Source: an optimization exercise on an open RTL-to-GDS flow (aim: small area, a short achievable clock period and few clock cycles). Production flows keep margins and buffers that such runs may drop.
Function was checked by simulation only, so behaviour that the tests miss may differ from the original.
Power figures rest on the tool's default switching activity, not on a simulated workload.

**design/flow/standard.sh**
```bash
#!/bin/bash
# synth_recipe.tcl (not shown) runs the flow's synth.tcl, then flattens the netlist and writes it again
# the make line also repeats each setting of config.mk as NAME=value (left out here)
make -C /OpenROAD-flow-scripts/flow DESIGN_CONFIG=/design/flow/config.mk WORK_HOME=/design/flow/orfs CLKGATE_MAP_FILE= SYNTH_SCRIPT=/design/flow/synth_recipe.tcl "${@:-finish}"
```
**design/flow/constraint.sdc**
```tcl
create_clock -name core_clock -period 7.0 [get_ports {clk}]
set_input_delay 1.4000 -clock core_clock [delete_from_list [all_inputs] [get_ports {clk}]]
set_output_delay 1.4000 -clock core_clock [all_outputs]
set_load 0.01 [all_outputs]
```
**design/flow/design.v**
```verilog
module slc_ack_engine (
    input  wire        clk,
    input  wire        rst,           
    input  wire        cmd_valid,
    output wire        cmd_ready,
    input  wire [2:0]  cmd_code,
    input  wire [7:0]  cmd_op,
    input  wire [31:0] cmd_slid,
    input  wire [15:0] cmd_pkg,
    input  wire [7:0]  cmd_rssi,
    input  wire [6:0]  cmd_plen,
    input  wire [7:0]  cmd_arg,
    input  wire [31:0] cmd_now,
    input  wire        cmd_present,
    output reg         ev_valid,
    output reg  [1:0]  ev_kind,
    output reg  [3:0]  ev_h,
    output reg  [7:0]  ev_op,
    output reg  [31:0] ev_slid,
    output reg  [15:0] ev_pkg,
    output reg  [7:0]  ev_rssi,
    output reg  [6:0]  ev_plen,
    output reg         ev_fail,
    output reg  [7:0]  ev_code,
    output wire        res_valid,
    output reg  [4:0]  res_status,
    output reg  [2:0]  res_ack,
    output reg  [3:0]  res_exc,
    output wire [7:0]  res_op,
    output wire [31:0] res_slid,
    output wire [15:0] res_pkg,
    output wire [7:0]  res_h,
    output reg  [4:0]  res_n_resent,
    output reg  [4:0]  res_n_failed
);
    localparam N_OUT = 16;
    localparam [2:0] C_RESET = 3'd0, C_CFG = 3'd1, C_RX = 3'd2, C_SEND = 3'd3,
                     C_TICK  = 3'd4, C_CANCEL = 3'd5, C_FWD = 3'd6, C_CALL = 3'd7;
    localparam [4:0] ST_NONE = 5'd0, ST_ACK_MATCHED = 5'd4, ST_ACK_UNMATCHED = 5'd5,
                     ST_RX_SIZE_ERR = 5'd7, ST_ERR_ADDR = 5'd10, ST_ERR_UNKNOWN_OP = 5'd11,
                     ST_BRIDGE_INERT = 5'd12, ST_SENT = 5'd14, ST_SENT_RELIABLE = 5'd15,
                     ST_OUT_FULL = 5'd16, ST_REFUSED_OP = 5'd17, ST_TOO_LONG = 5'd18,
                     ST_TICKED = 5'd19, ST_CANCELLED = 5'd20, ST_NO_ENTRY = 5'd21,
                     ST_CFG_OK = 5'd22, ST_CFG_FATAL = 5'd23, ST_NOT_RUNNING = 5'd24,
                     ST_REFUSED_STATE = 5'd25;
    localparam [2:0] ACK_SIZE_ERR = 3'd4, ACK_UNEXPECTED = 3'd2, ACK_NONE = 3'd7;
    localparam [1:0] RUN_UNCONF = 2'd0, RUN_RUNNING = 2'd1, RUN_FATAL = 2'd2;
    function borrow31;
        input [30:0] a;
        input [30:0] b;
        reg   [31:0] gg, pp;
        integer w, j;
        begin
            gg = {(~a) & b, 1'b0};
            pp = {(~a) | b, 1'b0};
            for (w = 1; w < 32; w = w * 2)
                for (j = 0; j < 32; j = j + 2 * w) begin
                    gg[j + 2 * w - 1] = gg[j + 2 * w - 1] | (pp[j + 2 * w - 1] & gg[j + w - 1]);
                    pp[j + 2 * w - 1] = pp[j + 2 * w - 1] & pp[j + w - 1];
                end
            borrow31 = gg[31];
        end
    endfunction
    function [15:0] lowest16;
        input [15:0] v;
        reg   [15:0] below;
        integer j;
        begin
            below = 16'd0;
            for (j = 1; j < 16; j = j + 1)
                below[j] = below[j - 1] | v[j - 1];
            lowest16 = v & ~below;
        end
    endfunction
    function [3:0] enc16;
        input [15:0] oh;
        integer j;
        begin
            enc16 = 4'd0;
            for (j = 0; j < 16; j = j + 1)
                if (oh[j]) enc16 = enc16 | j[3:0];
        end
    endfunction
    reg [1:0]  run;
    reg [15:0] txseq;
    reg [1:0]  e_st   [0:N_OUT-1];
    reg [1:0]  e_op   [0:N_OUT-1];
    reg [11:0] e_slid [0:N_OUT-1];
    reg [15:0] e_pkg  [0:N_OUT-1];
    reg [7:0]  e_rssi [0:N_OUT-1];
    reg [6:0]  e_plen [0:N_OUT-1];
    reg [31:0] e_dl   [0:N_OUT-1];
    reg        act;           
    reg        tk_first;      
    reg [4:0]  n_sent;        
    reg        more;          
    reg [15:0] p_res;         
    reg [15:0] p_fail;        
    reg        en_op, en_slid, en_pkg, en_h, en_hh;
    wire        running  = (run == RUN_RUNNING);
    wire [3:0]  lo       = cmd_op[3:0];
    wire        known    = (cmd_op[7:4] == 4'h3);
    wire        is_ack   = (lo == 4'hC) || (lo == 4'hE);
    wire        is_brg   = (lo == 4'h2) || (lo == 4'h3);
    wire        is_rel   = (lo == 4'h0) || (lo == 4'h1) || (lo == 4'h8);
    wire        slid_ok  = (cmd_slid[31:13] == 19'd0) &&
                           (cmd_slid[12] ? (cmd_slid[11:8] == 4'd0) : (cmd_slid[11:8] != 4'd0));
    wire [11:0] slid_e   = cmd_slid[12] ? {4'd0, cmd_slid[7:0]} : cmd_slid[11:0];
    wire        too_long = cmd_op[0] ? (cmd_plen > 7'd72) : (cmd_plen > 7'd73);
    wire [31:0] now_dl   = cmd_now + 32'd100;
    wire [15:0] txseq_n  = txseq + 16'd1;
    wire [15:0] sent, match, expd, fails;
    genvar g;
    generate
        for (g = 0; g < N_OUT; g = g + 1) begin : g_cmp
            wire neg;
            slc_ack_dl_cmp u_cmp (.n_now(~cmd_now), .dl(e_dl[g]), .neg(neg));
            assign sent[g]  = (e_st[g] != 2'd0);
            assign match[g] = sent[g] && (e_slid[g] == slid_e) && (e_pkg[g] == cmd_pkg) &&
                              (e_op[g][0] == cmd_op[1]);
            assign expd[g]  = sent[g] && !neg;
            assign fails[g] = (e_st[g] == 2'd3);
        end
    endgenerate
    wire [15:0] free_oh  = lowest16(~sent);              
    wire [15:0] match_oh = lowest16(match);              
    wire        any_free = ~&sent;
    wire        any_match = |match;
    wire        can_arg  = (cmd_arg[7:4] == 4'd0) && sent[cmd_arg[3:0]];
    wire        step     = act && more;                  
    wire        accept   = cmd_valid && !step;
    wire        do_rx    = accept && running && cmd_code == C_RX && known && slid_ok &&
                           is_ack && cmd_plen == 7'd1;
    wire        do_send  = accept && running && cmd_code == C_SEND && known && !is_ack &&
                           !is_brg && slid_ok && !too_long && (!is_rel || any_free);
    wire        do_rel   = do_send && is_rel;
    wire        wr_new   = accept && cmd_code == C_SEND;
    wire        do_tick  = accept && running && cmd_code == C_TICK;
    wire        do_cancel= accept && running && cmd_code == C_CANCEL && can_arg;
    wire        do_call  = accept && running && cmd_code == C_CALL;
    wire        do_reset = rst || (accept && cmd_code == C_RESET);
    wire [15:0] t_res    = expd & ~fails;
    wire [15:0] t_fail   = expd & fails;
    wire [15:0] sel      = lowest16(p_res | p_fail);
    wire [15:0] n_res    = p_res  & ~sel;
    wire [15:0] n_fail   = p_fail & ~sel;
    wire        sel_fail = |(sel & p_fail);
    reg [1:0]  m_op;
    reg [11:0] m_slid;
    reg [15:0] m_pkg;
    reg [7:0]  m_rssi;
    reg [6:0]  m_plen;
    integer k;
    always @(*) begin
        m_op = 2'd0; m_slid = 12'd0; m_pkg = 16'd0; m_rssi = 8'd0; m_plen = 7'd0;
        for (k = 0; k < N_OUT; k = k + 1) begin
            m_op   = m_op   | (e_op[k]   & {2{sel[k]}});
            m_slid = m_slid | (e_slid[k] & {12{sel[k]}});
            m_pkg  = m_pkg  | (e_pkg[k]  & {16{sel[k]}});
            m_rssi = m_rssi | (e_rssi[k] & {8{sel[k]}});
            m_plen = m_plen | (e_plen[k] & {7{sel[k]}});
        end
    end
    wire [31:0] m_slid32 = (m_slid[11:8] == 4'd0) ? {19'd0, 1'b1, 4'd0, m_slid[7:0]}
                                                  : {20'd0, m_slid};
    wire        tk_upd   = step && tk_first;
    wire [31:0] dl_data  = tk_upd ? ev_slid : now_dl;
    integer i;
    always @(posedge clk) begin
        for (i = 0; i < N_OUT; i = i + 1) begin
            if (do_reset || do_call ||
                (do_rx && match_oh[i]) ||
                (do_cancel && cmd_arg[3:0] == i) ||
                (tk_upd && p_fail[i]))
                e_st[i] <= 2'd0;
            else if (do_rel && free_oh[i])
                e_st[i] <= 2'd1;
            else if (tk_upd && p_res[i])
                e_st[i] <= e_st[i] + 2'd1;
            if (wr_new && free_oh[i]) begin
                e_op[i]   <= {cmd_op[3], cmd_op[0]};
                e_slid[i] <= slid_e;
                e_pkg[i]  <= txseq_n;
                e_rssi[i] <= cmd_rssi;
                e_plen[i] <= cmd_plen;
            end
            if ((wr_new && free_oh[i]) || (tk_upd && p_res[i]))
                e_dl[i] <= dl_data;
        end
    end
    always @(posedge clk) begin
        if (do_reset) begin
            run   <= RUN_UNCONF;
            txseq <= 16'd0;
        end else begin
            if (do_send)
                txseq <= txseq_n;
            if (accept && cmd_code == C_CFG && run == RUN_UNCONF)
                run <= (cmd_present && cmd_arg == 8'd1 && slid_ok) ? RUN_RUNNING : RUN_FATAL;
        end
    end
    wire [4:0]  nr_inc = res_n_resent + 5'd1;
    wire [4:0]  nf_inc = res_n_failed + 5'd1;
    always @(posedge clk) begin
        if (rst) begin
            act      <= 1'b0;
            more     <= 1'b0;
            ev_valid <= 1'b0;
        end else if (accept) begin
            act      <= 1'b1;
            more     <= do_tick && |expd;
            ev_valid <= (do_rx && any_match) || do_send;
        end else if (step) begin
            more     <= |(n_res | n_fail);
            ev_valid <= 1'b1;
        end else begin
            act      <= 1'b0;
            ev_valid <= 1'b0;
        end
    end
    always @(posedge clk) begin
        ev_code <= cmd_arg;
        if (step) begin
            tk_first <= 1'b0;
            if (sel_fail)
                res_n_failed <= nf_inc;
            else
                res_n_resent <= nr_inc;
            p_res    <= n_res;
            p_fail   <= n_fail;
            ev_kind  <= {1'b1, sel_fail};
            ev_fail  <= sel_fail;
            ev_h     <= enc16(sel);
            ev_op    <= {4'h3, m_op[1], 2'b00, m_op[0]};
            ev_slid  <= m_slid32;
            ev_pkg   <= m_pkg;
            ev_rssi  <= m_rssi;
            ev_plen  <= m_plen;
            res_status <= ST_TICKED;
            res_ack    <= ACK_NONE;
            res_exc    <= 4'd0;
            en_op   <= 1'b0;
            en_slid <= 1'b0;
            en_pkg  <= 1'b0;
            en_h    <= 1'b0;
            en_hh   <= 1'b0;
        end else begin
            tk_first <= 1'b1;
            p_res    <= t_res;
            p_fail   <= t_fail;
            ev_kind  <= (cmd_code == C_RX) ? 2'd3 : {1'b0, is_rel};
            ev_fail  <= 1'b0;
            ev_h     <= (cmd_code == C_RX)   ? enc16(match_oh) :
                        (cmd_code == C_SEND) ? enc16(free_oh)  : cmd_arg[3:0];
            ev_op    <= cmd_op;
            ev_slid  <= (cmd_code == C_TICK) ? now_dl : cmd_slid;
            ev_pkg   <= (cmd_code == C_SEND) ? txseq_n : cmd_pkg;
            ev_rssi  <= cmd_rssi;
            ev_plen  <= cmd_plen;
            en_op   <= 1'b0;
            en_slid <= 1'b0;
            en_pkg  <= 1'b0;
            en_h    <= 1'b0;
            en_hh   <= 1'b0;
            res_status   <= ST_NONE;
            res_ack      <= ACK_NONE;
            res_exc      <= 4'd0;
            res_n_resent <= 5'd0;
            res_n_failed <= 5'd0;
            if (cmd_code == C_RESET) begin
                res_status <= ST_NONE;
            end else if (cmd_code == C_CFG) begin
                if (run != RUN_UNCONF)
                    res_status <= ST_REFUSED_STATE;
                else if (!cmd_present) begin
                    res_status <= ST_CFG_FATAL;
                    res_exc    <= 4'd10;
                end else if (cmd_arg != 8'd1) begin
                    res_status <= ST_CFG_FATAL;
                    res_exc    <= 4'd9;
                end else if (!slid_ok) begin
                    res_status <= ST_CFG_FATAL;
                    res_exc    <= 4'd1;
                    en_slid    <= 1'b1;
                end else begin
                    res_status <= ST_CFG_OK;
                    en_slid    <= 1'b1;
                end
            end else if (!running) begin
                res_status <= ST_NOT_RUNNING;
            end else begin
                case (cmd_code)
                C_RX: begin
                    en_op <= 1'b1;
                    if (!known) begin
                        res_status <= ST_ERR_UNKNOWN_OP;
                        res_exc    <= 4'd3;
                        res_ack    <= ACK_UNEXPECTED;
                    end else begin
                        en_slid <= 1'b1;
                        en_pkg  <= 1'b1;
                        if (!slid_ok) begin
                            res_status <= ST_ERR_ADDR;
                            res_exc    <= 4'd1;
                        end else if (!is_ack)
                            res_status <= ST_REFUSED_OP;
                        else if (cmd_plen != 7'd1) begin
                            res_status <= ST_RX_SIZE_ERR;
                            res_ack    <= ACK_SIZE_ERR;
                        end else if (any_match) begin
                            res_status <= ST_ACK_MATCHED;
                            en_h       <= 1'b1;
                        end else begin
                            res_status <= ST_ACK_UNMATCHED;
                            res_ack    <= ACK_UNEXPECTED;
                        end
                    end
                end
                C_SEND: begin
                    if (!known) begin
                        res_status <= ST_ERR_UNKNOWN_OP;
                        res_exc    <= 4'd3;
                        en_op      <= 1'b1;
                    end else if (is_ack || is_brg) begin
                        res_status <= ST_REFUSED_OP;
                        en_op      <= 1'b1;
                    end else if (!slid_ok) begin
                        res_status <= ST_ERR_ADDR;
                        res_exc    <= 4'd1;
                        en_op      <= 1'b1;
                        en_slid    <= 1'b1;
                    end else if (too_long)
                        res_status <= ST_TOO_LONG;
                    else if (is_rel && !any_free)
                        res_status <= ST_OUT_FULL;
                    else begin
                        res_status <= is_rel ? ST_SENT_RELIABLE : ST_SENT;
                        en_op    <= 1'b1;
                        en_slid  <= 1'b1;
                        en_pkg   <= 1'b1;
                        en_h     <= is_rel;
                    end
                end
                C_TICK:
                    res_status <= ST_TICKED;
                C_CANCEL: begin
                    res_status <= can_arg ? ST_CANCELLED : ST_NO_ENTRY;
                    en_h       <= 1'b1;
                    en_hh      <= 1'b1;
                end
                C_FWD:
                    res_status <= ST_BRIDGE_INERT;
                default: begin  
                    res_status   <= ST_CANCELLED;
                    res_n_failed <= n_sent;
                end
                endcase
            end
        end
    end
    always @(posedge clk) begin
        if (do_reset || do_call)
            n_sent <= 5'd0;
        else if (do_rel)
            n_sent <= n_sent + 5'd1;
        else if ((do_rx && any_match) || do_cancel || (step && sel_fail))
            n_sent <= n_sent - 5'd1;
    end
    assign cmd_ready = !step;
    assign res_valid = act && !more;
    assign res_op   = ev_op   & {8{en_op}};
    assign res_slid = ev_slid & {32{en_slid}};
    assign res_pkg  = ev_pkg  & {16{en_pkg}};
    assign res_h    = {ev_code[7:4] & {4{en_hh}}, ev_h & {4{en_h}}};
endmodule
module slc_ack_dl_cmp (
    input  wire [31:0] n_now,     
    input  wire [31:0] dl,
    output wire        neg
);
    reg [31:0] gg, pp;
    integer w, j;
    always @(*) begin
        gg = {n_now[30:0] & dl[30:0], 1'b0};
        pp = {n_now[30:0] | dl[30:0], 1'b0};
        for (w = 1; w < 32; w = w * 2)
            for (j = 0; j < 32; j = j + 2 * w) begin
                gg[j + 2 * w - 1] = gg[j + 2 * w - 1] | (pp[j + 2 * w - 1] & gg[j + w - 1]);
                pp[j + 2 * w - 1] = pp[j + 2 * w - 1] & pp[j + w - 1];
            end
    end
    assign neg = ~n_now[31] ^ dl[31] ^ gg[31];
endmodule
```
**design/flow/flow/run.sh**
```bash
#!/bin/bash
# The standard layout (the standard.sh: standard synthesis and ORFS from
# floorplan to finish), with one change: the buffers that ORFS puts on every
# input and output port are sky130_fd_sc_hd__buf_1 instead of the cell ORFS
# picks by default (a clkdlybuf4s50 delay buffer). The timing repair resizes
# them afterwards as it needs. All of make's output (Yosys, OpenROAD, KLayout)
# goes to standard.log here; ORFS keeps each step's own log under orfs/logs.
set -uo pipefail
bash standard.sh "BUFFER_PORTS_ARGS=-inputs -outputs -buffer_cell sky130_fd_sc_hd__buf_1" finish > standard.log 2>&1
status=$?
echo "standard.sh exited with $status"
exit $status
```
**design/flow/config.mk**
```make
export PLATFORM = sky130hd
export DESIGN_NAME = slc_ack_engine
export DESIGN_NICKNAME = slc_ack_engine
export VERILOG_FILES = /design/flow/design.v
export SDC_FILE = /design/flow/constraint.sdc
export NUM_CORES = 4
export LEC_CHECK = 0
export CAP_MARGIN = 20
export CORE_MARGIN = 2
export CORE_UTILIZATION = 55
export CTS_BUF_LIST = sky130_fd_sc_hd__clkbuf_8
export CTS_CLUSTER_DIAMETER = 60
export CTS_CLUSTER_SIZE = 16
export PLACE_DENSITY = 0.72
export SETUP_SLACK_MARGIN = 3.9
export SLEW_MARGIN = 20
export SYNTH_HIERARCHICAL = 1
export SYNTH_MINIMUM_KEEP_SIZE = 0
```
==> flow_summary_export.csv, run 1 <==
group,metric,value,unit
drt,vias,52809,
drt,postRouteAntennaNets,0,
critical_path,required,7.74,ns
critical_path,r2r_slack,3.53,ns
clock_tree,cts_sinks,1435,
timing,fin_crit,3.624,ns
timing,fmax,276.0,MHz
drt,wl_per_cell,32.64,um
synthesis,yosysWarnings,22,
timing,clock_skew,0.04492,ns
drt,remaining_drc_errors,0,
global_route,grt_pass1_wl,334000,um
synthesis,synth_top_area_frac,0.5707,
cells_and_area,synthToLayoutAreaGrowth,24.81,%
floorplanning,core_area,0.1178,mm^2
synthesis,synthTopCellsByArea,"edfxtp_1 (57%), dfxtp_1 (6.1%), xnor2_1 (5.4%), nor2_1 (3.0%), xor2_1 (2.3%)",
cells_and_area,final_layout_size_suffix_gt1_frac,0.2584,
timing,final.setup.tns,0,ns
global_route,grt_max_degree,61,
power_and_ir_drop,p_leak,27.05,nW
cells_and_area,fin_cells,7582,
power_and_ir_drop,ir_worst_vdd,0.1713,mV
synthesis,yosys_most_used_dff,"edfxtp_1",
clock_tree,cts_buffer_depth,3,
power_and_ir_drop,powerDensity,192.8,mW/mm^2
global_route,grt-ovfl-total,0,
clock_tree,root_buffer,"clkbuf_8",
clock_tree,insertion_delay,0.89,ns
cells_and_area,layout_common_cells,"edfxtp_1 (1237), nor2_1 (448), xnor2_1 (367)",
synthesis,syn_nets,5323,
floorplanning,initial_utilization,0.5527,
floorplanning,die-area,0.1211,mm^2
synthesis,async_flop_share,0,
synthesis,synth_edf_count,1237,
cells_and_area,nets,6105,
drt,first_pass_iters,12,
clock_tree,clk_transition_reported_paths,0.09,ns
critical_path,end_kind,"flip-flop",
floorplanning,die_x,348,um
placed_design,gp_congestion,0.9570,
run,drv_cap,0,
drt,top_layer,"met5",
timing,setup_viol,0,
synthesis,syn_area_per_cell,12.60,um^2
synthesis,synth_area,0.06508,mm^2
synthesis,synth.distinct_cells,93,
cells_and_area,final_common_cell,"edfxtp_1",
critical_path,cp.arrival,4.36,ns
drt,drt-initial-drc-count,8708,
timing,hold_viol,0,
clock_tree,ctsHoldBuffers,0,
synthesis,syn_inst,5165,
synthesis,synth_area_leader_cell,"edfxtp_1",
global_route,grt_antenna_before_repair,12,
critical_path,crit_fanout,27,
timing,rsz0062_at_grt,"true",
clock_tree,cts_tree,"yes",
synthesis,yosysSeqAreaShare,0.6316,
cells_and_area,fin_area,0.08123,mm^2
critical_path,path_class,"in2reg",
drt,route.met3.wl,33920,um
cells_and_area,nFillCells,7861,
drt,wl_met2,109600,um
run_status,status,"complete, no violations",
floorplanning,rows,126,
global_route,track_usage,0.3821,
critical_path,startpoint_type,"primary input",
placed_design,place_hpwl,144900,um
timing,slew_headroom,0.1863,
clock_tree,htree_levels,3,
synthesis,ys_ff_latch,1435,
drt,avgViaCountPerCell,6.965,
placed_design,portBuffers,291,
timing,tightestPinTransition,1.216,ns
cells_and_area,seqCellArea,0.04116,mm^2
floorplanning,ios,293,
global_route,grt_pass1_vias,48360,
drt,drt-met1-wl,82820,um
placed_design,dp_cells,6907,
timing,fin_crit_sh,0.5177,
min_path,min_path_type,"reg2reg",
placed_design,placed_cell_area,0.06927,mm^2
clock_tree,numCtsBuffers,118,
cells_and_area,multiInputGateArea,0.02690,mm^2
timing,drv_slew,0,
drt,wl,247500,um
floorplanning,die_h,348,um
==> path summary, 6_finish.rpt <==
check / from / end / cells past startpoint
max: cmd_now[7] / more / 15
min reg2reg: p_res[6] / p_res[6] / 2
min: p_res[6] / p_res[6] / 2
max reg2reg: e_st[0][1] / n_sent[4] / 18
==> through the flow <==
step	setup WS, ns	hold WS (ns)	util	total power, W
finish	3.376	0.5127	0.6898	0.01566
global route	3.391	0.5265	0.6897	0.01600
CTS	3.665	0.5083	0.6555	0.01545
detailed placement	1.607	0.4974	0.5882	0.01052
global placement	1.654	0.4883	0.5877	0.01050
floorplan	3.119	0.4462	-	0.01010
==> where the power goes <==
part | leakage (nW) | internal, W | total (W) | switching [W]
clock network | 1.33 | 0.00191 | 0.00494 | 0.00303
logic | 12.6 | 0.000510 | 0.00139 | 0.000882
registers | 13.1 | 0.00929 | 0.00933 | 0.0000402
==> synthesized netlist by cell type, types with 22 or more instances <==
cell type and n:
nor4_1 107, and3_1 23, nand4_1 147, a22oi_1 119, a211oi_1 42, nand2_1 267, buf_2 72, o21ai_1 39
nand3_1 57, inv_1 96, xnor2_1 402, o221ai_1 37, edfxtp_1 1237, xor2_1 172, a221oi_1 72, clkbuf_1 116
o22ai_1 125, o211ai_1 54, and2_1 95, nor2_1 518, a221o_1 142, dfxtp_1 198, a31oi_1 141, a222oi_1 46
ha_1 39, a32o_1 22, a21oi_1 274, o21ai_0 78, nor3_1 109, mux2i_1 33
==> cell families (layout without fill, tap and decap cells) <==
| logic type | count (synthesis) | count (layout) | share of synthesized area |
|---|---|---|---|
| flops | 1435 | 1435 | 0.6316 |
| simple gates | 1420 | 1433 | 0.1057 |
| compound gates | 1328 | 1331 | 0.1470 |
| xor+xnor | 574 | 574 | 0.07724 |
| buf+inv | 310 | 1171 | 0.02065 |
| fa+ha+maj | 57 | 57 | 0.01073 |
| mux | 40 | 40 | 0.006978 |
| other cells | 1 | 5 | 0.00005762 |
==> state kept, by name, summed over array words and instances (netlist names), 16 cells and up <==
name,cells
txseq,16
e_pkg,256
ev_pkg,16
ev_slid,32
e_plen,112
e_slid,192
e_rssi,128
e_op,32
p_res,16
e_st,32
e_dl,512
p_fail,16
==> critical path, cell delays in order <==
cell and delay [ns]:
buf_2 0.22, inv_4 0.11, buf_8 0.20, nor2_4 0.16
nor3_1 0.08, o21ai_2 0.10, o311ai_4 0.14, a2111oi_4 0.58
o211ai_1 0.40, xnor2_1 0.30, nor2_2 0.08, nor3_1 0.17
nand4_1 0.19, nand3_1 0.14, a21oi_1 0.07
==> final cells by class <==
type / instances / share of cell area
flip-flops and latches: 1435 / 0.5067
clock inverters: 91 / 0.008672
repair inverters: 23 / 0.002172
well taps: 1536 / 0.02366
multi-input cells: 3436 / 0.3312
clock buffers: 124 / 0.02101
diodes: 4 / 0.0001232
inverters: 98 / 0.005992
repair buffers: 835 / 0.1005
==> per-layer routing <==
metal,track usage,vias to the layer above
li1,-,21787
met1,0.4838,25435
met2,0.5938,4510
met3,0.09758,1067
met4,0.2322,10
met5,0,-
==> per-module statistics from Yosys, one instance, submodules excluded <==
module	flops+latches	cell area [um^2]	copies in the design
slc_ack_dl_cmp	0	436.7	16
slc_ack_engine	1435	58100	1
==> timing repair <==
action                      CTS  global route
setup endpoints to repair  1764           935
pin swaps                   165           178
resized for setup           615           507
gates cloned                 59            19
hold endpoints to repair      0             0
buffers inserted            223           153
Testbench counts, summed over its fixed seeds: cycles 6,180.
==> run 2: changes to the inputs <==
--- a/design/flow/config.mk
+++ b/design/flow/config.mk
@@ -7,12 +7,12 @@
 export LEC_CHECK = 0
 export CAP_MARGIN = 20
 export CORE_MARGIN = 2
-export CORE_UTILIZATION = 55
+export CORE_UTILIZATION = 45
 export CTS_BUF_LIST = sky130_fd_sc_hd__clkbuf_8
 export CTS_CLUSTER_DIAMETER = 60
 export CTS_CLUSTER_SIZE = 16
-export PLACE_DENSITY = 0.72
-export SETUP_SLACK_MARGIN = 3.9
+export PLACE_DENSITY = 0.65
+export SETUP_SLACK_MARGIN = 3.5
 export SLEW_MARGIN = 20
 export SYNTH_HIERARCHICAL = 1
 export SYNTH_MINIMUM_KEEP_SIZE = 0
==> run 2 against run 1 <==
Final area fell by 7.7%. Global-route usage fell by 7.9 points. Setup slack got worse by 0.055 ns. Highest routed layer unchanged. Critical path type unchanged. Final cell count rose by 1.7%.
==> flow_summary_export.csv, run 2 <==
group,metric,value,unit
run_status,status,"complete, no violations",
placed_design,gp_congestion,0.9620,
drt,avgViaCountPerCell,6.449,
power_and_ir_drop,power.switching,0.003836,W
drt,remaining_drc_errors,0,
global_route,track_usage,0.3033,
clock_tree,htree_levels,3,
timing,clock_skew,0.05636,ns
timing,fin_crit,3.679,ns
clock_tree,insertion_delay,0.91,ns
cells_and_area,fin_cells,7709,
cells_and_area,layout_common_cells,"edfxtp_1 (1237), nor2_1 (468), xnor2_1 (393)",
timing,drv_slew,0,
synthesis,synth_area_leader_cell,"edfxtp_1",
timing,hold_viol,0,
clock_tree,cts_tree,"yes",
cells_and_area,max_flop_register,"e_dl",
run,drv_cap,0,
critical_path,startpoint_type,"primary input",
timing,setup_viol,0,
synthesis,synth_area,0.06508,mm^2
cells_and_area,nets,5854,
synthesis,synth_edf_count,1237,
critical_path,end_kind,"flip-flop",
synthesis,syn_area_per_cell,12.60,um^2
global_route,grt_pass1_vias,45808,
timing,hold_ws,0.5156,ns
floorplanning,core_area,0.1437,mm^2
timing,final.setup.tns,0,ns
floorplanning,initial_utilization,0.4531,
cells_and_area,largest_register_ffs,512,
global_route,grt_pass1_wl,325400,um
timing,slew_headroom,0.1761,
timing,tightestPinTransition,1.225,ns
synthesis,synthTopCellsByArea,"edfxtp_1 (57%), dfxtp_1 (6.1%), xnor2_1 (5.4%), nor2_1 (3.0%), xor2_1 (2.3%)",
global_route,grt_max_degree,67,
placed_design,dp_cells,7280,
floorplanning,die_h,384.3,um
critical_path,required,7.78,ns
power_and_ir_drop,p_comb_frac,0.075,
drt,wl_per_cell,30.12,um
floorplanning,die-area,0.1477,mm^2
power_and_ir_drop,ir_worst_vdd,0.1962,mV
critical_path,cp.arrival,4.46,ns
synthesis,yosysWarnings,22,
timing,fin_crit_sh,0.5256,
cells_and_area,final_common_cell,"edfxtp_1",
power_and_ir_drop,powerDensity,205.3,mW/mm^2
cells_and_area,reg_top3,"e_dl x512, e_pkg x256, e_slid x192",
clock_tree,clk_transition_reported_paths,0.10,ns
synthesis,syn_inst,5165,
power_and_ir_drop,p_leak,24.27,nW
drt,drt-initial-drc-count,7322,
drt,first_pass_iters,18,
synthesis,async_flop_share,0,
critical_path,crit_fanout,4,
drt,vias,49718,
global_route,grt-ovfl-total,0,
drt,postRouteAntennaNets,0,
floorplanning,ios,293,
critical_path,path_class,"in2reg",
cells_and_area,utilization,0.5217,
global_route,grt_antenna_before_repair,19,
placed_design,place_hpwl,151300,um
synthesis,ys_ff_latch,1435,
drt,wl,232200,um
synthesis,synth_top_area_frac,0.5707,
timing,rsz0062_at_grt,"true",
power_and_ir_drop,seq_power_share,0.607,
placed_design,portBuffers,291,
synthesis,syn_nets,5323,
synthesis,yosys_most_used_dff,"edfxtp_1",
synthesis,yosysSeqAreaShare,0.6316,
clock_tree,ctsHoldBuffers,0,
min_path,min_path_type,"reg2reg",
cells_and_area,synthToLayoutAreaGrowth,15.14,%
timing,fmax,271.8,MHz
synthesis,synth_most_common_cell,"edfxtp_1",
floorplanning,die_x,384.3,um
clock_tree,cts_sinks,1435,
clock_tree,cts_buffer_depth,3,
cells_and_area,final_layout_size_suffix_gt1_frac,0.1554,
clock_tree,numCtsBuffers,115,
cells_and_area,nFillCells,12354,
power_and_ir_drop,p_clk_frac,0.319,
synthesis,synth.distinct_cells,93,
clock_tree,root_buffer,"clkbuf_8",
power_and_ir_drop,p_sw_frac,0.2493,
floorplanning,rows,139,
synthesis,synth_common_cells,"edfxtp_1 (1237), nor2_1 (518), xnor2_1 (402)",
power_and_ir_drop,intPower,0.01155,W
## run 2: cell families (layout without fill, tap and decap cells)
family | Yosys count | in the layout | share of synthesized area
flip-flops | 1435 | 1435 | 0.6316
AND/OR/NAND/NOR | 1420 | 1431 | 0.1057
AO/OA/AOI/OAI | 1328 | 1328 | 0.1470
XOR/XNOR | 574 | 574 | 0.07724
buffers and inverters | 310 | 932 | 0.02065
adder cells (fa/ha/maj) | 57 | 57 | 0.01073
multiplexers | 40 | 40 | 0.006978
other | 1 | 9 | 0.00005762
## run 2: worst paths after layout
check | start | to | slack, ns | cells after the start
max | cmd_slid[20] | txseq[4] | 3.32 | 18
min | p_res[7] | p_res[7] | 0.52 | 2
max reg2reg | e_st[0][0] | n_sent[4] | 3.39 | 19
min reg2reg | p_res[7] | p_res[7] | 0.52 | 2
## run 2: routing by layer
layer / vias to the layer above / GRT usage / share of wire / routed length (um)
met2: 3269 / 0.4744 / 0.45 / 105600
met1: 24633 / 0.4059 / 0.38 / 88230
met4: 12 / 0.1286 / 0.049 / 11490
met5: - / 0 / 0.00034 / 78
li1: 21256 / - / - / -
met3: 548 / 0.06994 / 0.12 / 26780
## run 2: Yosys stat by module, one instance, submodules excluded
module / area (um^2) / copies in the design
slc_ack_engine: 58100 / 1
slc_ack_dl_cmp: 436.7 / 16
## run 2: critical path, cell delays in order
cell	delay, ns
buf_1	0.12
nor4_4	0.51
nand2_2	0.23
nor4_4	0.18
buf_4	0.19
nand4_1	0.16
buf_4	0.21
buf_4	0.12
buf_4	0.12
buf_4	0.12
buf_4	0.12
buf_4	0.12
buf_4	0.12
buf_4	0.12
buf_4	0.13
nor2_1	0.25
xnor2_1	0.16
nor2_1	0.05
## run 2: layout make-up
type	instances	area [um^2]	area share
flip-flops and latches	1435	41130	0.5489
clock inverters	91	638.1	0.008515
well taps	1903	2381	0.03177
clock buffers	128	1762	0.02351
inverters	98	483.0	0.006445
diodes	8	20.02	0.0002671
repair buffers	587	3872	0.05167
repair inverters	28	209.0	0.002788
multi-input cells	3431	24440	0.3261
## run 2: power by group through the flow
stage	clock network [W]	logic (W)	registers (W)
3_5_place_dp	0	0.000995	0.00953
4_1_cts	0.00494	0.00107	0.00933
5_1_grt	0.00524	0.00120	0.00934
3_3_place_gp	0	0.000986	0.00953
6_report	0.00491	0.00115	0.00933
2_1_floorplan	0	0.000564	0.00953
## run 2: what timing repair did
| item | CTS | global route |
|---|---|---|
| setup endpoints to repair | 987 | 468 |
| setup buffers | 114 | 45 |
| pin swaps | 40 | 49 |
| resized for setup | 173 | 179 |
| gates cloned | 36 | 6 |
## run 2: metrics by stage
step / cell area, um^2 / power [W] / setup slack (ns)
2_1_floorplan: 65690 / 0.01009 / 2.958
3_3_place_gp: 69450 / 0.01051 / 1.844
3_5_place_dp: 69470 / 0.01052 / 1.702
4_1_cts: 73800 / 0.01535 / 3.487
5_1_grt: 74930 / 0.01578 / 3.255
6_report: 74940 / 0.01539 / 3.321

-- afterwards: timing with drivers on the ports --
Ports are ideal in the flow. The routed layouts listed here were re-timed in OpenROAD. Step 1 (the two cells are an assumption about what drives the block):
set clk [get_ports {clk}]
set_driving_cell -lib_cell sky130_fd_sc_hd__clkbuf_16 $clk
set_driving_cell -lib_cell sky130_fd_sc_hd__buf_2 [delete_from_list [all_inputs] $clk]
Step 2 adds t to the input delays and takes it off the output delays; t is the mean of the earliest and latest rising clock arrival at the registers after step 1. Input paths then give back, and output paths get back, about the clock's delay inside the block. Slacks: no drivers / after step 1 / after step 2; pairs: no drivers / after step 1.
run	t, ns	setup WS [ns]	worst setup path at the end	worst register clock-pin slew, ns	cell pins on the clock port's net
run 1	0.950	3.376 / 3.402 / 2.452	input to register	0.11 / 0.11	1
run 2	0.965	3.321 / 3.294 / 2.329	input to register	0.11 / 0.11	1
After both steps setup and hold are still met in every run listed. For run 2, which loses most, drivers alone change the setup slack by -0.027 ns; drivers and shift together by -0.992 ns.
